This design comes from an exercise in tuning for small area on the open sky130 flow, not from production work.
Only simulation tests tie the RTL to the original design; equivalence was not proved.
Power figures rest on the tool's default switching activity, not on a simulated workload.

[design.v]
module nexa433_classifier (
    input  wire       clk_i,
    input  wire       rst_i,
    input  wire       tick_i,
    input  wire       sample_i,
    output reg  [2:0] ev             
);
    localparam [2:0] EV_NONE = 3'd0, EV_INVALID = 3'd1, EV_HIGH_SHORT = 3'd2,
                     EV_LOW_SHORT = 3'd3, EV_LOW_LONG = 3'd4, EV_SYNC = 3'd5,
                     EV_PAUSE = 3'd6;
    localparam integer HS_MIN = 3,  HS_MAX = 5;
    localparam integer LS_MIN = 5,  LS_MAX = 7;
    localparam integer LL_MIN = 22, LL_MAX = 26;
    localparam integer SY_MIN = 48, SY_MAX = 52;
    localparam integer END_THRESH = 60;
    localparam integer GUARD_CEIL = 70;
    reg [6:0] zero_run;
    reg [2:0] one_run;
    reg [2:0] last_ev;
    reg [6:0] zero_run_nxt;
    reg [2:0] one_run_nxt;
    always @* begin
        zero_run_nxt = zero_run;
        one_run_nxt  = one_run;
        ev           = EV_NONE;
        if (sample_i) begin
            zero_run_nxt = 7'd0;
            one_run_nxt  = (one_run >= HS_MAX + 1) ? one_run : one_run + 3'd1;
            if (zero_run >= LS_MIN && zero_run <= LS_MAX)
                ev = EV_LOW_SHORT;
            else if (zero_run >= LL_MIN && zero_run <= LL_MAX)
                ev = EV_LOW_LONG;
            else if (zero_run >= SY_MIN && zero_run <= SY_MAX)
                ev = EV_SYNC;
            else if (one_run_nxt > HS_MAX)
                ev = EV_INVALID;
            else if (one_run_nxt >= HS_MIN && one_run_nxt <= HS_MAX &&
                     last_ev != EV_HIGH_SHORT)
                ev = EV_HIGH_SHORT;
        end else begin
            one_run_nxt = 3'd0;
            if (zero_run < GUARD_CEIL) begin
                zero_run_nxt = zero_run + 7'd1;
                if (zero_run_nxt == END_THRESH)
                    ev = EV_PAUSE;
            end else begin
                ev = EV_INVALID;
            end
        end
    end
    always @(posedge clk_i) begin
        if (rst_i) begin
            zero_run <= 7'd0;
            one_run  <= 3'd0;
            last_ev  <= EV_NONE;
        end else if (tick_i) begin
            zero_run <= zero_run_nxt;
            one_run  <= one_run_nxt;
            if (ev != EV_NONE)
                last_ev <= ev;
        end
    end
endmodule
module nexa433_assembler (
    input  wire        clk_i,
    input  wire        rst_i,
    input  wire        tick_i,
    input  wire [2:0]  ev,
    output reg         raw_valid,    
    output wire [31:0] raw,          
    output reg  [1:0]  cause         
);
    localparam [2:0] EV_NONE = 3'd0, EV_INVALID = 3'd1, EV_HIGH_SHORT = 3'd2,
                     EV_LOW_SHORT = 3'd3, EV_LOW_LONG = 3'd4, EV_SYNC = 3'd5,
                     EV_PAUSE = 3'd6;
    localparam SEARCHING = 1'b0, ACCUMULATING = 1'b1;
    localparam [11:0] Q_BIT0 = {EV_HIGH_SHORT, EV_LOW_SHORT, EV_HIGH_SHORT, EV_LOW_LONG};
    localparam [11:0] Q_BIT1 = {EV_HIGH_SHORT, EV_LOW_LONG, EV_HIGH_SHORT, EV_LOW_SHORT};
    reg        mode;
    reg [2:0]  win0, win1, win2;        
    reg [1:0]  win_cnt;
    reg [31:0] acc;
    reg [5:0]  bit_cnt;
    reg        mode_nxt;
    reg [2:0]  win0_nxt, win1_nxt, win2_nxt;
    reg [1:0]  win_cnt_nxt;
    reg [31:0] acc_nxt;
    reg [5:0]  bit_cnt_nxt;
    reg [11:0] quartet;
    assign raw = acc;
    always @* begin
        mode_nxt    = mode;
        win0_nxt    = win0;
        win1_nxt    = win1;
        win2_nxt    = win2;
        win_cnt_nxt = win_cnt;
        acc_nxt     = acc;
        bit_cnt_nxt = bit_cnt;
        raw_valid   = 1'b0;
        cause       = 2'd0;
        quartet     = {win0, win1, win2, ev};
        if (mode == SEARCHING) begin
            if (ev == EV_SYNC) begin
                mode_nxt = ACCUMULATING;
                {win0_nxt, win1_nxt, win2_nxt} = 9'd0;
                win_cnt_nxt = 2'd0;
                acc_nxt     = 32'd0;
                bit_cnt_nxt = 6'd0;
            end
        end else begin
            case (ev)
                EV_INVALID: begin
                    mode_nxt = SEARCHING;
                    {win0_nxt, win1_nxt, win2_nxt} = 9'd0;
                    win_cnt_nxt = 2'd0;
                    acc_nxt     = 32'd0;
                    bit_cnt_nxt = 6'd0;
                    cause       = 2'd1;
                end
                EV_SYNC: begin
                    {win0_nxt, win1_nxt, win2_nxt} = 9'd0;
                    win_cnt_nxt = 2'd0;
                    acc_nxt     = 32'd0;
                    bit_cnt_nxt = 6'd0;
                end
                EV_HIGH_SHORT, EV_LOW_SHORT, EV_LOW_LONG: begin
                    if (win_cnt != 2'd3) begin
                        case (win_cnt)
                            2'd0: win0_nxt = ev;
                            2'd1: win1_nxt = ev;
                            default: win2_nxt = ev;
                        endcase
                        win_cnt_nxt = win_cnt + 2'd1;
                    end else begin
                        {win0_nxt, win1_nxt, win2_nxt} = 9'd0;
                        win_cnt_nxt = 2'd0;
                        if (quartet != Q_BIT0 && quartet != Q_BIT1) begin
                            mode_nxt    = SEARCHING;
                            acc_nxt     = 32'd0;
                            bit_cnt_nxt = 6'd0;
                            cause       = 2'd2;
                        end else if (bit_cnt == 6'd32) begin
                            mode_nxt    = SEARCHING;
                            acc_nxt     = 32'd0;
                            bit_cnt_nxt = 6'd0;
                            cause       = 2'd3;
                        end else begin
                            acc_nxt     = {acc[30:0], (quartet == Q_BIT1)};
                            bit_cnt_nxt = bit_cnt + 6'd1;
                        end
                    end
                end
                EV_PAUSE: begin
                    if (bit_cnt == 6'd32) begin
                        raw_valid = 1'b1;
                        mode_nxt  = SEARCHING;
                        {win0_nxt, win1_nxt, win2_nxt} = 9'd0;
                        win_cnt_nxt = 2'd0;
                        acc_nxt     = 32'd0;
                        bit_cnt_nxt = 6'd0;
                    end
                end
                default: ;
            endcase
        end
    end
    always @(posedge clk_i) begin
        if (rst_i) begin
            mode    <= SEARCHING;
            win0    <= EV_NONE;
            win1    <= EV_NONE;
            win2    <= EV_NONE;
            win_cnt <= 2'd0;
            acc     <= 32'd0;
            bit_cnt <= 6'd0;
        end else if (tick_i) begin
            mode    <= mode_nxt;
            win0    <= win0_nxt;
            win1    <= win1_nxt;
            win2    <= win2_nxt;
            win_cnt <= win_cnt_nxt;
            acc     <= acc_nxt;
            bit_cnt <= bit_cnt_nxt;
        end
    end
endmodule
module nexa433_filter (
    input  wire        clk_i,
    input  wire        rst_i,
    input  wire        tick_i,
    input  wire        raw_valid,
    input  wire [31:0] raw,
    output reg         accept,       
    output reg         dup           
);
    localparam [15:0] COOLDOWN_TICKS = 16'd8004;
    reg [15:0] cd_cnt;
    reg [31:0] last_raw;
    reg        last_valid;
    reg [15:0] cd1;
    reg [31:0] lraw1;
    reg        lv1;
    reg [15:0] cd_nxt;
    reg [31:0] last_raw_nxt;
    reg        last_valid_nxt;
    always @* begin
        cd1   = cd_cnt;
        lraw1 = last_raw;
        lv1   = last_valid;
        if (cd_cnt != 16'd0) begin
            cd1 = cd_cnt - 16'd1;
            if (cd1 == 16'd0) begin
                lraw1 = 32'd0;
                lv1   = 1'b0;
            end
        end
        cd_nxt         = cd1;
        last_raw_nxt   = lraw1;
        last_valid_nxt = lv1;
        accept         = 1'b0;
        dup            = 1'b0;
        if (raw_valid) begin
            if (lv1 && raw == lraw1) begin
                dup = 1'b1;
            end else begin
                accept         = 1'b1;
                last_raw_nxt   = raw;
                last_valid_nxt = 1'b1;
                cd_nxt         = COOLDOWN_TICKS;
            end
        end
    end
    always @(posedge clk_i) begin
        if (rst_i) begin
            cd_cnt     <= 16'd0;
            last_raw   <= 32'd0;
            last_valid <= 1'b0;
        end else if (tick_i) begin
            cd_cnt     <= cd_nxt;
            last_raw   <= last_raw_nxt;
            last_valid <= last_valid_nxt;
        end
    end
endmodule
module nexa433_decoder (
    input  wire        clk_i,
    input  wire        rst_i,
    input  wire        tick_i,
    input  wire        sample_i,
    output reg         ev_valid_o,
    output reg  [2:0]  ev_code_o,
    output reg         pkt_valid_o,
    output reg  [31:0] pkt_raw_o,
    output wire [25:0] device_id_o,
    output wire        group_o,
    output wire        on_off_o,
    output wire [1:0]  channel_o,
    output wire [1:0]  unit_o,
    output reg         dup_o,
    output reg  [1:0]  inv_o
);
    wire [2:0]  ev;
    wire        raw_valid;
    wire [31:0] raw;
    wire [1:0]  cause;
    wire        accept;
    wire        dup;
    nexa433_classifier u_classifier (
        .clk_i(clk_i), .rst_i(rst_i), .tick_i(tick_i), .sample_i(sample_i),
        .ev(ev)
    );
    nexa433_assembler u_assembler (
        .clk_i(clk_i), .rst_i(rst_i), .tick_i(tick_i), .ev(ev),
        .raw_valid(raw_valid), .raw(raw), .cause(cause)
    );
    nexa433_filter u_filter (
        .clk_i(clk_i), .rst_i(rst_i), .tick_i(tick_i),
        .raw_valid(raw_valid), .raw(raw),
        .accept(accept), .dup(dup)
    );
    always @(posedge clk_i) begin
        if (rst_i) begin
            ev_valid_o  <= 1'b0;
            ev_code_o   <= 3'd0;
            pkt_valid_o <= 1'b0;
            pkt_raw_o   <= 32'd0;
            dup_o       <= 1'b0;
            inv_o       <= 2'd0;
        end else if (tick_i) begin
            ev_valid_o  <= 1'b1;
            ev_code_o   <= ev;
            pkt_valid_o <= accept;
            if (accept)
                pkt_raw_o <= raw;
            dup_o       <= dup;
            inv_o       <= cause;
        end else begin
            ev_valid_o  <= 1'b0;
            pkt_valid_o <= 1'b0;
            dup_o       <= 1'b0;
            inv_o       <= 2'd0;
        end
    end
    assign device_id_o = pkt_raw_o[31:6];
    assign group_o     = pkt_raw_o[5];
    assign on_off_o    = pkt_raw_o[4];
    assign channel_o   = pkt_raw_o[3:2];
    assign unit_o      = pkt_raw_o[1:0];
endmodule
[run.sh]
#!/bin/bash
# synth_recipe.tcl (not shown) runs the flow's synth.tcl, then flattens the netlist and writes it again
# the make line also repeats each setting of config.mk as NAME=value (left out here)
make -C /OpenROAD-flow-scripts/flow DESIGN_CONFIG=/design/flow/config.mk WORK_HOME=/design/flow/orfs CLKGATE_MAP_FILE= SYNTH_SCRIPT=/design/flow/synth_recipe.tcl finish
[constraint.sdc]
create_clock -name core_clock -period 10.0 [get_ports {clk_i}]
set_input_delay 2.0000 -clock core_clock [delete_from_list [all_inputs] [get_ports {clk_i}]]
set_output_delay 2.0000 -clock core_clock [all_outputs]
set_load 0.01 [all_outputs]
[config.mk]
export PLATFORM = sky130hd
export DESIGN_NAME = nexa433_decoder
export DESIGN_NICKNAME = nexa433_decoder
export VERILOG_FILES = /design/flow/design.v
export SDC_FILE = /design/flow/constraint.sdc
export NUM_CORES = 4
export LEC_CHECK = 0
export CAP_MARGIN = 20
export CORE_MARGIN = 2
export CORE_UTILIZATION = 40
export SLEW_MARGIN = 20
==> flow_summary_export.csv <==
group,metric,value,unit
synth,synth_enable_flop_cells,0,
placed_design,placed_cells_incl_taps,1107,
synth,ys_seq_area_frac,0.411,
power,cellPowerDensity,203,nW/um^2
route,drc,0,
synth,synth_area_leader,"dfxtp_1",
die,die_w,140,um
timing,final_setup_violating_endpoints,0,
synth,mappedNetlistArea,7400,um^2
cells_and_area,flow.area_growth_from_synthesis,15.6,%
cts,clkLatencyLatePin,420,ps
cells_and_area,final_design_instance_area_without_fill,8550,um^2
timing,fmax,208,MHz
setup_path,worstSetupStartpoint,"sample_i",
cts,cts_root_buf,"clkbuf_16",
route,post_drt_via_cell_ratio,5.36,
cts,post_cts_resized,0,
cells_and_area,area.sequential,3040,um^2
cts,tritoncts_num_sinks,152,
die,std_cell_rows,49,
synth,syn-instance-count,881,
setup_path,worstPathMaxFanout,36,
route,postRouteWirelength,17.4,mm
synth,synth_fp_nets,897,
cts,postCtsSetupBuffers,0,
timing,report.final.slew_viol_count,0,
timing,tightestPinTransition,938,ps
setup_path,worst_ep_arrival_time,5090,ps
synth,asyncSetResetFlopFracSynth,0,
timing,final.min_clock_period,4820,ps
cells_and_area,final.fill_count,1756,
setup_path,path_class,"input pin to register",
die,die_area,19600,um^2
placed_design,routabilityCongestion,0.824,
route,detail_route.first_pass.iterations,19,
setup_path,timing.critical_path.cells,"clkdlybuf4s50_1, inv_1, o21ai_1, a2111oi_4, a221oi_1, nor3b_2, and2_1, buf_4, a21o_2, a21oi_1",
setup_path,crit_path_end_kind,"register",
cts,cts.path.max_buffers,2,
setup_path,crit_path_start_kind,"input pin",
setup_path,r2r.worst_path.cells,11,
synth,netlist_top_cells_count,"152 x dfxtp_1, 120 x nand2_1, 81 x a21oi_1",
power,static-leakage-power,0.00310,uW
grt,first_global_vias,5586,
synth,ys.flop_type,"dfxtp_1",
placed_design,buffer_ports.inserted,75,
synth,number_of_storage_elements_in_the_synthesis_netlist,152,
power,power.ir.vdd_worst,140,uV
cells_and_area,final_net_count,913,
die,ports_placed_on_the_boundary,76,
timing,timing.final.ws_setup,5180,ps
setup_path,critical_path.reg2reg.startpoint,"u_classifier.zero_run[1]",
placed_design,post_dp_cell_area,8010,um^2
placed_design,place.detailed.hpwl,11.6,mm
grt,grt_overflow,0,
cells_and_area,layout_cell_share_with_drive_strength_beyond_1,0.0627,
route,postRouteAntennaNets,0,
synth,synth_top_area_frac,0.411,
status,run_status,"finished clean",
grt,pin_count_of_the_biggest_net_entering_global_routing,83,
cells_and_area,multi_input_area,3770,um^2
cells_and_area,fin_cells,1138,
min_path,min_path_cells,2,
cts,tritoncts,"yes",
route,dr.first_iter.drc_count,445,
setup_path,critical-path-max-stage-delay,610,ps
timing,setup_total_negative_slack,0,ps
timing,finalHoldViolCount,0,
synth,synthMostInstantiatedCell,"dfxtp_1",
synth,total_number_of_yosys_warnings,4,
timing,setup_repair_after_global_routing_missed_its_margin,"false",
grt,global_route.usage.total,0.183,
route,via_count,6097,
grt,antenna_violations_before_repair,0,
setup_path,required,10270,ps
timing,timing.final.crit_share,0.482,
cts,cts-hold-fix-buffers,0,
die,die_height,140,um
cts,cts_buffers,17,
timing,timing.clock.skew,10.2,ps
cts,worst_setup_hold_path_clk_slew,60,ps
cts,cts_htree_levels,4,
synth,unique_masters_post_synth,71,
cells_and_area,antenna_cells,0,
synth,postSynthAreaPerCell,8.40,um^2
die,initial_core_util,0.409,
placed_design,dpl_worst_slack,4410,ps
grt,grt_pass1_wl,29.2,mm
min_path,worstHoldPathType,"register to register",
timing,max_slew_margin,0.375,
setup_path,crit_path_top_delay_cell,"clkdlybuf4s50_1",
synth,synthTopCellsByArea,"dfxtp_1 41%, nand2_1 6.1%, a21oi_1 5.5%, mux2i_1 4.7%, a22o_1 3.8%",
route,detail_route.wl_per_cell,15.3,um
run,drv.max_cap_violation_count,0,
die,placeableCoreArea,18100,um^2
min_path,startpoint_of_the_tightest_hold_check_path,"u_classifier.last_ev[2]",
power,totalPowerFinal,1740,uW
layer usage:
| metal | GRT usage | share of wire |
|---|---|---|
| met3 | 0.0359 | 0.034 |
| met1 | 0.261 | 0.50 |
| met4 | 0.0579 | 0.014 |
| met5 | 0 | 0 |
| met2 | 0.279 | 0.45 |
stage by stage:
| step | hold slack [ps] | util |
|---|---|---|
| finish | 460 | 0.473 |
| global route | 477 | 0.473 |
| CTS | 464 | 0.473 |
| detailed placement | 452 | 0.443 |
| global placement | 444 | 0.443 |
| floorplan | 432 | - |
cell type report:
type,instances,area share
Multi-Input combinational cell,615,0.441
Tap cell,229,0.0335
Timing Repair Buffer,82,0.0933
Clock inverter,13,0.0133
Sequential cell,152,0.356
Inverter,29,0.0127
Clock buffer,18,0.0502
registers in the layout (all words and copies together), names as in the netlist, 6 cells and up:
register	flops
u_filter.last_raw	32
pkt_raw_o	32
u_assembler.acc	32
u_filter.cd_cnt	16
u_assembler.bit_cnt	6
u_classifier.zero_run	7
cells in the final DEF, fill, tap and decap left out, drive strengths merged, types with 4 or more instances in the layout:
cell type,count
nand3,16
nor4,14
clkdlybuf4s50,74
a221oi,6
nand2b,11
o21ai,44
nor3,25
or3,10
nor2,75
buf,8
nand2,120
nand4,9
a22o,32
dfxtp,152
clkinvlp,4
o21bai,4
nor3b,5
nor2b,6
clkbuf,18
or4,7
a21boi,4
a21oi,82
inv,35
o21a,7
mux2i,35
o2111ai,4
xnor2,27
ha,12
and2,8
worst paths after layout:
kind                             end  slack, ps
max              u_assembler.acc[13]       5180
min          u_classifier.last_ev[2]        460
max reg2reg      u_assembler.acc[13]       6080
min reg2reg  u_classifier.last_ev[2]        460
logic make-up after synthesis:
family	after synthesis	share of synthesized area
AOI/OAI and AO/OA	215	0.195
xor gates and xnor gates	29	0.0343
adders and majority gates	12	0.0203
buffers and inverters	114	0.0790
DFF	152	0.411
muxes	36	0.0489
and+or+nand+nor	323	0.212
critical path: cells and delay by family:
kind | cells | cell delay (ps)
AO/OA/AOI/OAI | 5 | 1470
AND/OR/NAND/NOR | 2 | 410
buffers and inverters | 3 | 1200
power breakdown:
part           switching, uW  internal (uW)  leakage [uW]  total [uW]
Sequential              57.4            639       0.00123         696
Combinational            274            175       0.00162         449
Clock                    268            323      0.000254         591

==> separate check: timing with driven ports <==
The flow's constraints put no driver on any port. The routed layout listed below was extracted and timed again, unchanged, in two steps.
Step 1: set_driving_cell puts a clkbuf_16 on clk_i and a buf_2 on each other input, an assumption about the parent block.
Step 2, shift: input delay + t, output delay - t, t = (earliest + latest rising clock arrival at the registers) / 2. This alone moves slack from input paths to output paths.
a / b / c = no drivers / after step 1 / after step 2; a / b = the first two.
t (ns): 0.464
setup WS [ns]: 5.181 / 5.202 / 4.738
worst hold slack (ns): 0.460 / 0.460 / 0.460
After both steps this run still meets setup and hold. For this run, drivers alone change the setup slack by +0.021 ns; drivers and shift together by -0.443 ns.
